Context: an optimization exercise on an open-source flow, tuned for small area. The choices shown serve that exercise and are no tape-out recipe. Function was checked by simulation only, so behaviour that the tests miss may differ from the original. No driver is modelled on the clock port, so clocking that relies on it looks cheaper here than on a real chip. No activity file was given, so power comes from the tool's default toggle rates.

==> flow/design.v <==
module as5x47_fa (
    input  wire a,
    input  wire b,
    input  wire ci,
    output wire s,
    output wire co
);
    assign s  = a ^ b ^ ci;
    assign co = (a & b) | (a & ci) | (b & ci);
endmodule
module as5x47_ha (
    input  wire a,
    input  wire b,
    output wire s,
    output wire co
);
    assign s  = a ^ b;
    assign co = a & b;
endmodule
module as5x47_ang (
    input  wire [13:0] a,
    output wire [19:0] y
);
    genvar i;
    wire [16:0] a5;
    wire [15:2] c1;
    assign a5[1:0] = a[1:0];
    as5x47_ha u_h2 (.a(a[2]), .b(a[0]), .s(a5[2]), .co(c1[2]));
    generate
        for (i = 3; i < 14; i = i + 1) begin : g_f1
            as5x47_fa u (.a(a[i]), .b(a[i-2]), .ci(c1[i-1]), .s(a5[i]), .co(c1[i]));
        end
        for (i = 14; i < 16; i = i + 1) begin : g_h1
            as5x47_ha u (.a(a[i-2]), .b(c1[i-1]), .s(a5[i]), .co(c1[i]));
        end
    endgenerate
    assign a5[16] = c1[15];
    wire [18:3] c2;
    assign y[2:0] = a5[2:0];
    as5x47_ha u_h3 (.a(a5[3]), .b(a5[0]), .s(y[3]), .co(c2[3]));
    generate
        for (i = 4; i < 17; i = i + 1) begin : g_f2
            as5x47_fa u (.a(a5[i]), .b(a5[i-3]), .ci(c2[i-1]), .s(y[i]), .co(c2[i]));
        end
        for (i = 17; i < 19; i = i + 1) begin : g_h2
            as5x47_ha u (.a(a5[i-3]), .b(c2[i-1]), .s(y[i]), .co(c2[i]));
        end
    endgenerate
    assign y[19] = a5[16] ^ c2[18];
endmodule
module as5x47_core (
    input  wire        clk,
    input  wire        rst,           
    input  wire        req_valid,
    output wire        req_ready,
    input  wire [3:0]  req_op,
    input  wire [15:0] req_a,
    input  wire [15:0] req_b,
    input  wire [9:0]  req_c,
    output reg         rsp_valid,
    output reg  [15:0] rsp_frame,
    output reg  [19:0] rsp_val,
    output reg         rsp_pe,
    output reg         rsp_ef,
    output reg  [1:0]  rsp_err,
    output wire        xfer_req,
    output wire [3:0]  xfer_cs,
    output wire [15:0] xfer_tx,
    input  wire        xfer_ack,
    input  wire [15:0] xfer_rx,
    output wire        bus_own
);
    genvar i;
    reg        busy;
    reg        ph2;
    reg [15:0] tx;
    reg [13:0] nx;
    assign req_ready = ~busy;
    assign bus_own   = busy;
    assign xfer_req  = busy;
    assign xfer_cs   = 4'h5;
    assign xfer_tx   = tx;
    wire [3:0] op  = req_op;
    wire op_rw  = op[3] & ~op[2] & ~op[1];      
    wire op_res = op[3] & (op[2] | op[1]);      
    wire op_0   = (op == 4'd0);
    wire op_1   = (op == 4'd1);
    wire op_2   = (op == 4'd2);
    wire op_3   = (op == 4'd3);
    wire op_4   = (op == 4'd4);
    wire op_5   = (op == 4'd5);
    wire op_6   = (op == 4'd6);
    wire op_7   = (op == 4'd7);
    wire acc    = req_valid & ~busy;
    wire x_end  = busy & xfer_ack;
    wire done   = x_end & ph2;
    wire rd     = tx[14];                       
    wire [3:0] off = req_c[3:0];
    wire [4:0] wid = req_c[8:4];
    wire       bw8 = req_c[9];
    wire [5:0] top = {2'b00, off} + {1'b0, wid};
    wire fld_legal = (wid != 5'd0) && (bw8 ? (top <= 6'd8) : (top <= 6'd16));
    wire [15:0] m;
    wire [15:0] lt;
    generate
        for (i = 0; i < 16; i = i + 1) begin : g_m
            assign lt[i] = top[4] || (top[3:0] > i);
            assign m[i] = (off <= i) && lt[i];
        end
    endgenerate
    wire [15:0] sh_in;
    generate
        for (i = 0; i < 16; i = i + 1) begin : g_in
            assign sh_in[i] = op[1] ? req_b[15 - i] : (req_a[i] & lt[i]);
        end
    endgenerate
    wire [15:0] sh_out = sh_in >> off;
    wire [15:0] fset;
    generate
        for (i = 0; i < 16; i = i + 1) begin : g_set
            if (i < 8)
                assign fset[i] = (op_6 & m[i]) ? sh_out[15 - i] : req_a[i];
            else
                assign fset[i] = (op_6 & m[i]) ? sh_out[15 - i] : (req_a[i] & ~(op_6 & bw8));
        end
    endgenerate
    reg f14;
    always @(*) begin
        case (op)
            4'd2:       f14 = req_b[0];
            4'd3:       f14 = 1'b0;
            4'd8, 4'd9: f14 = ~op[0];
            default:    f14 = fset[14];
        endcase
    end
    wire [15:0] w;
    assign w[14:0] = !busy ? {f14, fset[13:0]} :
                     ph2   ? xfer_rx[14:0] :
                             {rd, nx & {14{~rd}}};
    wire        pw = ~(^w[14:0]);
    assign w[15]   = !busy ? ((op_6 | op_4) ? fset[15] : pw) :
                     ph2   ? xfer_rx[15] : pw;
    wire        w15 = busy ? xfer_rx[15] : req_a[15];
    wire [19:0] ang_val;
    as5x47_ang u_ang (.a(req_a[13:0]), .y(ang_val));
    always @(posedge clk) begin
        if (rst) begin
            busy <= 1'b0;
        end else if (busy) begin
            if (done) busy <= 1'b0;
        end else if (req_valid && op_rw) begin
            busy <= 1'b1;
        end
    end
    always @(posedge clk) begin
        if (rst)       ph2 <= 1'b0;
        else if (busy) ph2 <= ph2 | xfer_ack;
        else           ph2 <= req_valid & ~op_rw;
    end
    always @(*) rsp_valid = ph2 & ~busy;
    always @(posedge clk) begin
        if (!busy || (xfer_ack && !ph2))
            tx <= w;
        if (!busy)
            nx <= req_b[13:0];
    end
    wire rd_done = done & rd;
    always @(posedge clk) begin
        if (rd_done || (acc && (op_0 || op_2 || op_3 || op_4 || (op_6 && fld_legal))))
            rsp_frame <= w;
    end
    always @(posedge clk) begin
        if (rd_done || (acc && op_4))
            rsp_val <= {6'd0, w[13:0]};
        else if (acc && (op_0 || op_1))
            rsp_val <= {19'd0, pw};
        else if (acc && op_5 && fld_legal)
            rsp_val <= {4'd0, sh_out};
        else if (acc && op_7)
            rsp_val <= ang_val;
    end
    always @(posedge clk) begin
        if (rd_done || (acc && (op_1 || op_4)))
            rsp_pe <= w15 ^ pw;
    end
    always @(posedge clk) begin
        if (rd_done || (acc && op_4))
            rsp_ef <= w[14];
    end
    always @(posedge clk) begin
        if (done)
            rsp_err <= 2'd0;
        else if (acc && !op_rw)
            rsp_err <= {(op_5 | op_6) & ~fld_legal, op_res};
    end
endmodule
export LEC_CHECK = 0
export CAP_MARGIN = 20
export CORE_MARGIN = 2
export CORE_UTILIZATION = 50
export SLEW_MARGIN = 20
export SYNTH_HIERARCHICAL = 1
create_clock -name core_clock -period 10.0 [get_ports {clk}]
standard.sh (not shown) runs the stock make flow with config.mk's settings and CLKGATE_MAP_FILE= SYNTH_SCRIPT=/design/flow/synth_recipe.tcl, a recipe that flattens the netlist after the stock synthesis.
==> flow/flow/run.sh <==
#!/bin/bash
# Standard layout with these changes: the final ABC mapping of synthesis uses
# an area-oriented script, the port buffers are plain buf_1 cells, clock tree
# synthesis uses clkbuf_8 buffers without dummy balancing loads, and after it
# each clock buffer whose flip-flops keep a low clock slew is downsized to
# clkbuf_4 (flow/clkdown.tcl).
set -euo pipefail
here=$(pwd)
export FLOW_ABC_SCRIPT=$here/flow/abc_area.script
args=("SYNTH_SCRIPT=$here/flow/synth.tcl"
  "BUFFER_PORTS_ARGS=-buffer_cell sky130_fd_sc_hd__buf_1"
  "CTS_ARGS=-sink_clustering_enable -repair_clock_nets -dont_use_dummy_load -buf_list sky130_fd_sc_hd__clkbuf_8")
bash standard.sh "${args[@]}" cts > standard_flow.log 2>&1
export RES_DIR=$here/orfs/results/sky130hd/as5x47_core/base
openroad -no_init -exit flow/clkdown.tcl > clkdown.log 2>&1
bash standard.sh "${args[@]}" finish > standard_flow_finish.log 2>&1
==> flow/flow/abc_area.script <==
strash
dch -f
amap -F 3 -A 10
topo
==> flow/flow/clkdown.tcl <==
set plat $::env(FLOW_HOME)/platforms/sky130hd
set res $::env(RES_DIR)
read_liberty $plat/lib/sky130_fd_sc_hd__tt_025C_1v80.lib
read_db $res/4_cts.odb
read_sdc $res/4_cts.sdc
source $plat/setRC.tcl
set_propagated_clock [all_clocks]
estimate_parasitics -placement
proc maxslew {} {
  set ms 0
  foreach p [get_pins -hierarchical */CLK] {
    set s [get_property $p slew_max]
    if {$s > $ms} { set ms $s }
  }
  return $ms
}
puts "clock slew before: [maxslew]"
foreach inst [get_cells clkbuf_*] {
  set n [get_property $inst name]
  if {[get_property $inst ref_name] ne "sky130_fd_sc_hd__clkbuf_8"} { continue }
  replace_cell $inst sky130_fd_sc_hd__clkbuf_4
  estimate_parasitics -placement
  set s [maxslew]
  if {$s > 0.095} {
    replace_cell $inst sky130_fd_sc_hd__clkbuf_8
    estimate_parasitics -placement
    puts "keep clkbuf_8 $n ($s)"
  } else {
    puts "clkbuf_4 $n ($s)"
  }
}
puts "clock slew after: [maxslew]"
detailed_placement
check_placement
report_worst_slack -max
report_worst_slack -min
write_db $res/4_cts.odb
==> flow/flow/synth.tcl <==
# The standard flow's synthesis script (synth_recipe.tcl), with the final ABC mapping
# run with an area-oriented script (flow/abc_area.script).
proc synth {args} { yosys synth -nofsm -noshare {*}$args }
proc abc {args} {
  set i [lsearch -exact $args -script]
  if {$i >= 0} { lset args [expr {$i + 1}] $::env(FLOW_ABC_SCRIPT) }
  yosys abc {*}$args
}
source $::env(SCRIPTS_DIR)/synth.tcl
# left out here: clear keep_hierarchy, flatten, clean up, hide names made inside functions, write 1_2_yosys.v
The baseline finished with timing, DRC and antenna clean.
Then changed:
==> flow/flow/run.sh (replaced) <==
#!/bin/bash
# Standard layout with three changes: the final ABC mapping of synthesis uses
# an area-oriented script, the port buffers are plain buf_1 cells, and clock
# tree synthesis uses clkbuf_8 buffers without dummy balancing loads.
set -euo pipefail
here=$(pwd)
export FLOW_ABC_SCRIPT=$here/flow/abc_area.script
bash standard.sh "SYNTH_SCRIPT=$here/flow/synth.tcl" \
  "BUFFER_PORTS_ARGS=-buffer_cell sky130_fd_sc_hd__buf_1" \
  "CTS_ARGS=-sink_clustering_enable -repair_clock_nets -dont_use_dummy_load -buf_list sky130_fd_sc_hd__clkbuf_8" \
  finish > standard_flow.log 2>&1
==> flow/flow/abc_area.script (replaced) <==
strash
balance
rewrite
refactor
balance
rewrite
rewrite -z
balance
refactor -z
rewrite -z
balance
dch -f
amap
topo
CORE_UTILIZATION = 60   (was 50)
removed: flow/flow/clkdown.tcl
The new run passed the timing, design-rule and antenna checks.
Setup slack got worse by 0.12 ns.
Register-to-register slack improves by 1.1 ns.
Final area grows by 1.2%.
Die area went down by 15%.
Then changed:
CORE_UTILIZATION = 40   (was 60)
What happened: Total power shrinks by 2.2%. Cell area grows by 1.3%. Global-route usage shrinks by 13 points. Register-to-register slack is better by 0.23 ns. Worst setup slack is better by 0.19 ns. Clock skew grows by 0.0048 ns. Core utilization shrinks by 24 points.

* * *

RTL: the design.v shown in full above, as it stands there.
export LEC_CHECK = 0
export CAP_MARGIN = 20
export CORE_MARGIN = 2
export CORE_UTILIZATION = 50
export SLEW_MARGIN = 20
export SYNTH_HIERARCHICAL = 1
create_clock -name core_clock -period 10.0 [get_ports {clk}]
==> flow/flow/run.sh <==
#!/bin/bash
# Standard layout with three changes: the final ABC mapping of synthesis uses
# an area-oriented script, the port buffers are plain buf_1 cells, and clock
# tree synthesis uses clkbuf_8 buffers without dummy balancing loads.
set -euo pipefail
here=$(pwd)
export FLOW_ABC_SCRIPT=$here/flow/abc_area.script
bash standard.sh "SYNTH_SCRIPT=$here/flow/synth.tcl" \
  "BUFFER_PORTS_ARGS=-buffer_cell sky130_fd_sc_hd__buf_1" \
  "CTS_ARGS=-sink_clustering_enable -repair_clock_nets -dont_use_dummy_load -buf_list sky130_fd_sc_hd__clkbuf_8" \
  finish > standard_flow.log 2>&1
==> flow/flow/abc_area.script <==
strash
dch -f
amap -F 3 -A 10
topo
Scripts as last shown in full above: flow/flow/synth.tcl
The starting point completed with no timing, DRC or antenna violations.
Edit:
==> flow/flow/run.sh (replaced) <==
#!/bin/bash
# Standard layout with these changes: the final ABC mapping of synthesis uses
# an area-oriented script, the port buffers are plain buf_1 cells, clock tree
# synthesis uses clkbuf_8 buffers without dummy balancing loads, and after it
# each clock buffer whose flip-flops keep a low clock slew is downsized to
# clkbuf_4 (flow/clkdown.tcl).
set -euo pipefail
here=$(pwd)
export FLOW_ABC_SCRIPT=$here/flow/abc_area.script
args=("SYNTH_SCRIPT=$here/flow/synth.tcl"
  "BUFFER_PORTS_ARGS=-buffer_cell sky130_fd_sc_hd__buf_1"
  "CTS_ARGS=-sink_clustering_enable -repair_clock_nets -dont_use_dummy_load -buf_list sky130_fd_sc_hd__clkbuf_8")
bash standard.sh "${args[@]}" cts > standard_flow.log 2>&1
export RES_DIR=$here/orfs/results/sky130hd/as5x47_core/base
openroad -no_init -exit flow/clkdown.tcl > clkdown.log 2>&1
bash standard.sh "${args[@]}" finish > standard_flow_finish.log 2>&1
==> flow/flow/clkdown.tcl (new file) <==
set plat $::env(FLOW_HOME)/platforms/sky130hd
set res $::env(RES_DIR)
read_liberty $plat/lib/sky130_fd_sc_hd__tt_025C_1v80.lib
read_db $res/4_cts.odb
read_sdc $res/4_cts.sdc
source $plat/setRC.tcl
set_propagated_clock [all_clocks]
estimate_parasitics -placement
proc maxslew {} {
  set ms 0
  foreach p [get_pins -hierarchical */CLK] {
    set s [get_property $p slew_max]
    if {$s > $ms} { set ms $s }
  }
  return $ms
}
puts "clock slew before: [maxslew]"
foreach inst [get_cells clkbuf_*] {
  set n [get_property $inst name]
  if {[get_property $inst ref_name] ne "sky130_fd_sc_hd__clkbuf_8"} { continue }
  replace_cell $inst sky130_fd_sc_hd__clkbuf_4
  estimate_parasitics -placement
  set s [maxslew]
  if {$s > 0.095} {
    replace_cell $inst sky130_fd_sc_hd__clkbuf_8
    estimate_parasitics -placement
    puts "keep clkbuf_8 $n ($s)"
  } else {
    puts "clkbuf_4 $n ($s)"
  }
}
puts "clock slew after: [maxslew]"
detailed_placement
check_placement
report_worst_slack -max
report_worst_slack -min
write_db $res/4_cts.odb
CORE_UTILIZATION = 60   (was 50)
Effect:
- The new run went through all stages and came out clean
- fmax increases by 1.2%
- hold slack is better by 4.5 ps
- final cell count decreases by 3.3%
- wire length increases by 1.4%
Edit:
==> flow/flow/run.sh (replaced) <==
#!/bin/bash
# Standard layout with three changes: the final ABC mapping of synthesis uses
# an area-oriented script, the port buffers are plain buf_1 cells, and clock
# tree synthesis uses clkbuf_8 buffers without dummy balancing loads.
set -euo pipefail
here=$(pwd)
export FLOW_ABC_SCRIPT=$here/flow/abc_area.script
bash standard.sh "SYNTH_SCRIPT=$here/flow/synth.tcl" \
  "BUFFER_PORTS_ARGS=-buffer_cell sky130_fd_sc_hd__buf_1" \
  "CTS_ARGS=-sink_clustering_enable -repair_clock_nets -dont_use_dummy_load -buf_list sky130_fd_sc_hd__clkbuf_8" \
  finish > standard_flow.log 2>&1
removed: flow/flow/clkdown.tcl
Result:
- via count goes down by 0.81%
- die area stays the same
- first-iteration DRC count is lower by 14%
- routed wire length is about the same
Edit:
CAP_MARGIN = 0   (was 20)
SLEW_MARGIN = 0   (was 20)
The changed run went through all stages and came out clean.
First-iteration DRC count stays the same.
Final area stays the same.
Combinational power hardly moves.

* * *

Setup of run A:
Another version of the RTL of as5x47_core (not shown whole).
For scale: ~580 cells after synthesis.
export LEC_CHECK = 0
export CAP_MARGIN = 20
export CORE_MARGIN = 2
export CORE_UTILIZATION = 60
export CTS_BUF_LIST = sky130_fd_sc_hd__clkbuf_8
export SLEW_MARGIN = 20
export SYNTH_HIERARCHICAL = 1
create_clock -name core_clock -period 10.0 [get_ports {clk}]
==> flow/flow/run.sh <==
#!/bin/bash
# Standard layout with two changes: the final ABC mapping of synthesis uses an
# area-oriented script, and the port buffers are plain buf_1 cells.
set -euo pipefail
here=$(pwd)
export FLOW_ABC_SCRIPT=$here/flow/abc_area.script
bash standard.sh "SYNTH_SCRIPT=$here/flow/synth.tcl" \
  "BUFFER_PORTS_ARGS=-buffer_cell sky130_fd_sc_hd__buf_1" finish > standard_flow.log 2>&1
==> flow/flow/abc_area.script <==
strash
balance
rewrite
refactor
balance
rewrite
rewrite -z
balance
refactor -z
rewrite -z
balance
dch -f
amap
topo
Scripts as last shown in full above: flow/flow/synth.tcl
Run A completed end to end with timing, DRC and antenna clean.
Edits applied to the flow inputs when going from run A to run B:
# run A
export LEC_CHECK = 0
export CAP_MARGIN = 20
export CORE_MARGIN = 2
export CORE_UTILIZATION = 60
export CTS_BUF_LIST = sky130_fd_sc_hd__clkbuf_8
export SLEW_MARGIN = 20
export SYNTH_HIERARCHICAL = 1
create_clock -name core_clock -period 10.0 [get_ports {clk}]
# run B
export LEC_CHECK = 0
export ABC_AREA = 1
export CAP_MARGIN = 20
export CORE_MARGIN = 2
export CORE_UTILIZATION = 40
export SLEW_MARGIN = 20
export SYNTH_HIERARCHICAL = 1
create_clock -name core_clock -period 10.0 [get_ports {clk}]
==> flow/flow/run.sh <==
#!/bin/bash
# Standard layout, with plain buf_1 cells as the port buffers.
set -euo pipefail
bash standard.sh "BUFFER_PORTS_ARGS=-buffer_cell sky130_fd_sc_hd__buf_1" finish > standard_flow.log 2>&1
removed: flow/flow/abc_area.script
removed: flow/flow/synth.tcl
Notes after the runs:
Compared with run A, in run B sum of met3 wire segment lengths after detailed routing now smaller, proportion of total power due to net switching has decreased.
Summary of run B over run A: total routing resource utilization after global routing shows a reduction of 18 points; count of buffer and inverter cells on the critical path shows an increase of 1; final area shows an increase of 810 sq um; part of the total power dissipated in the clock network shows an increase of 7.1 points; share of the clock period used by the worst path shows a reduction of 2.8 points.
Comparing run A and run B, the lower share of power burned in combinational logic was measured on run B.
Relative to run B, the following input files were edited for run C:
# run B
export LEC_CHECK = 0
export ABC_AREA = 1
export CAP_MARGIN = 20
export CORE_MARGIN = 2
export CORE_UTILIZATION = 40
export SLEW_MARGIN = 20
export SYNTH_HIERARCHICAL = 1
create_clock -name core_clock -period 10.0 [get_ports {clk}]
# run C
export LEC_CHECK = 0
export ABC_AREA = 1
export CAP_MARGIN = 20
export CORE_MARGIN = 2
export CORE_UTILIZATION = 40
export SLEW_MARGIN = 20
create_clock -name core_clock -period 10.0 [get_ports {clk}]
==> flow/run.sh (new file) <==
#!/bin/bash
# synth_recipe.tcl (not shown) runs the flow's synth.tcl, then flattens the netlist and writes it again
# the make line also repeats each setting of config.mk as NAME=value (left out here)
make -C /OpenROAD-flow-scripts/flow DESIGN_CONFIG=/design/flow/config.mk WORK_HOME=/design/flow/orfs CLKGATE_MAP_FILE= SYNTH_SCRIPT=/design/flow/synth_recipe.tcl finish
removed: flow/flow/run.sh
removed: flow/standard.sh
Results
Across run B and run C, none had a timing, DRC or antenna violation.
Going from run B to run C, total power grew by a little under 10%.
Run C vs run B: clock tree buffer count of the final layout up
Taking run B as the reference, in run C final standard cell area without fillers increased 830 sq um, final routed wirelength across all metal layers increased 3400 um.
Cell area after synthesis deteriorates in run C relative to run B.
diff inputs: run C => run D
# run C
export LEC_CHECK = 0
export ABC_AREA = 1
export CAP_MARGIN = 20
export CORE_MARGIN = 2
export CORE_UTILIZATION = 40
export SLEW_MARGIN = 20
create_clock -name core_clock -period 10.0 [get_ports {clk}]
# run D
export LEC_CHECK = 0
export ABC_AREA = 1
export CAP_MARGIN = 20
export CORE_MARGIN = 2
export CORE_UTILIZATION = 40
export SLEW_MARGIN = 20
export SYNTH_HIERARCHICAL = 1
create_clock -name core_clock -period 10.0 [get_ports {clk}]
[summary]
Clock buffer and inverter area fraction after layout on run D is up relative to run C.
Diff run C..run D | flip-flop and latch count | unchanged
NOTE post-synthesis cell area run C->run D decreased slightly
Run D: combinational logic power lower than run C
Run D vs run C — power dropped slightly
Against run C, run D comes in 2.5 points higher on layout cell share with drive strength beyond 1.
Utilization: run D vs run C down 0.22 points
STATUS setup slack at placement: run D loses against run C
Comparing run D and run C, the lower gate count after technology mapping was measured on run D.

==> afterwards: timing with drivers on the ports <==
How much do the figures lean on ideal ports? The routed layouts below were timed once more, with nothing changed but the port constraints.
Step 1, drivers: a clkbuf_16 drives clk and a buf_2 each remaining input, both assumed.
Step 2 times the ports against the registers' clock, not the clock port: input delays grow and output delays shrink by t, the midpoint of the rising clock arrivals with the driver on.
Slacks: ideal ports / drivers / drivers and shift; pairs: ideal ports / drivers.
run	t, ns	setup WS [ns]	hold WS [ns]	worst setup path after step 2	pins driven straight from the clock port
the first run of note 1	0.436	0.944 / 0.950 / 0.514	0.527 / 0.527 / 0.527	input to register	1
the second run of note 1	0.378	0.825 / 0.814 / 0.436	0.499 / 0.499 / 0.499	input to register	1
the third run of note 1	0.383	1.015 / 1.012 / 0.629	0.510 / 0.510 / 0.510	input to register	1
the first run of note 2	0.370	0.835 / 0.844 / 0.473	0.522 / 0.522 / 0.522	input to register	1
the second run of note 2	0.438	0.943 / 0.954 / 0.516	0.527 / 0.527 / 0.527	input to register	1
the third run of note 2	0.376	0.877 / 0.889 / 0.514	0.531 / 0.531 / 0.531	input to register	1
the fourth run of note 2	0.376	0.877 / 0.889 / 0.514	0.531 / 0.531 / 0.531	input to register	1
run A	0.398	0.938 / 0.945 / 0.548	0.504 / 0.504 / 0.504	input to register	1
run B	0.385	1.215 / 1.235 / 0.851	0.466 / 0.466 / 0.466	input to register	1
run C	0.387	1.355 / 1.360 / 0.973	0.465 / 0.465 / 0.465	input to register	1
run D	0.384	0.786 / 0.803 / 0.419	0.472 / 0.472 / 0.472	input to register	1
After both steps setup and hold are still met in every run listed. The setup slack of the first run of note 1, which loses most, moves by +0.006 ns with the drivers and by -0.430 ns with both steps.
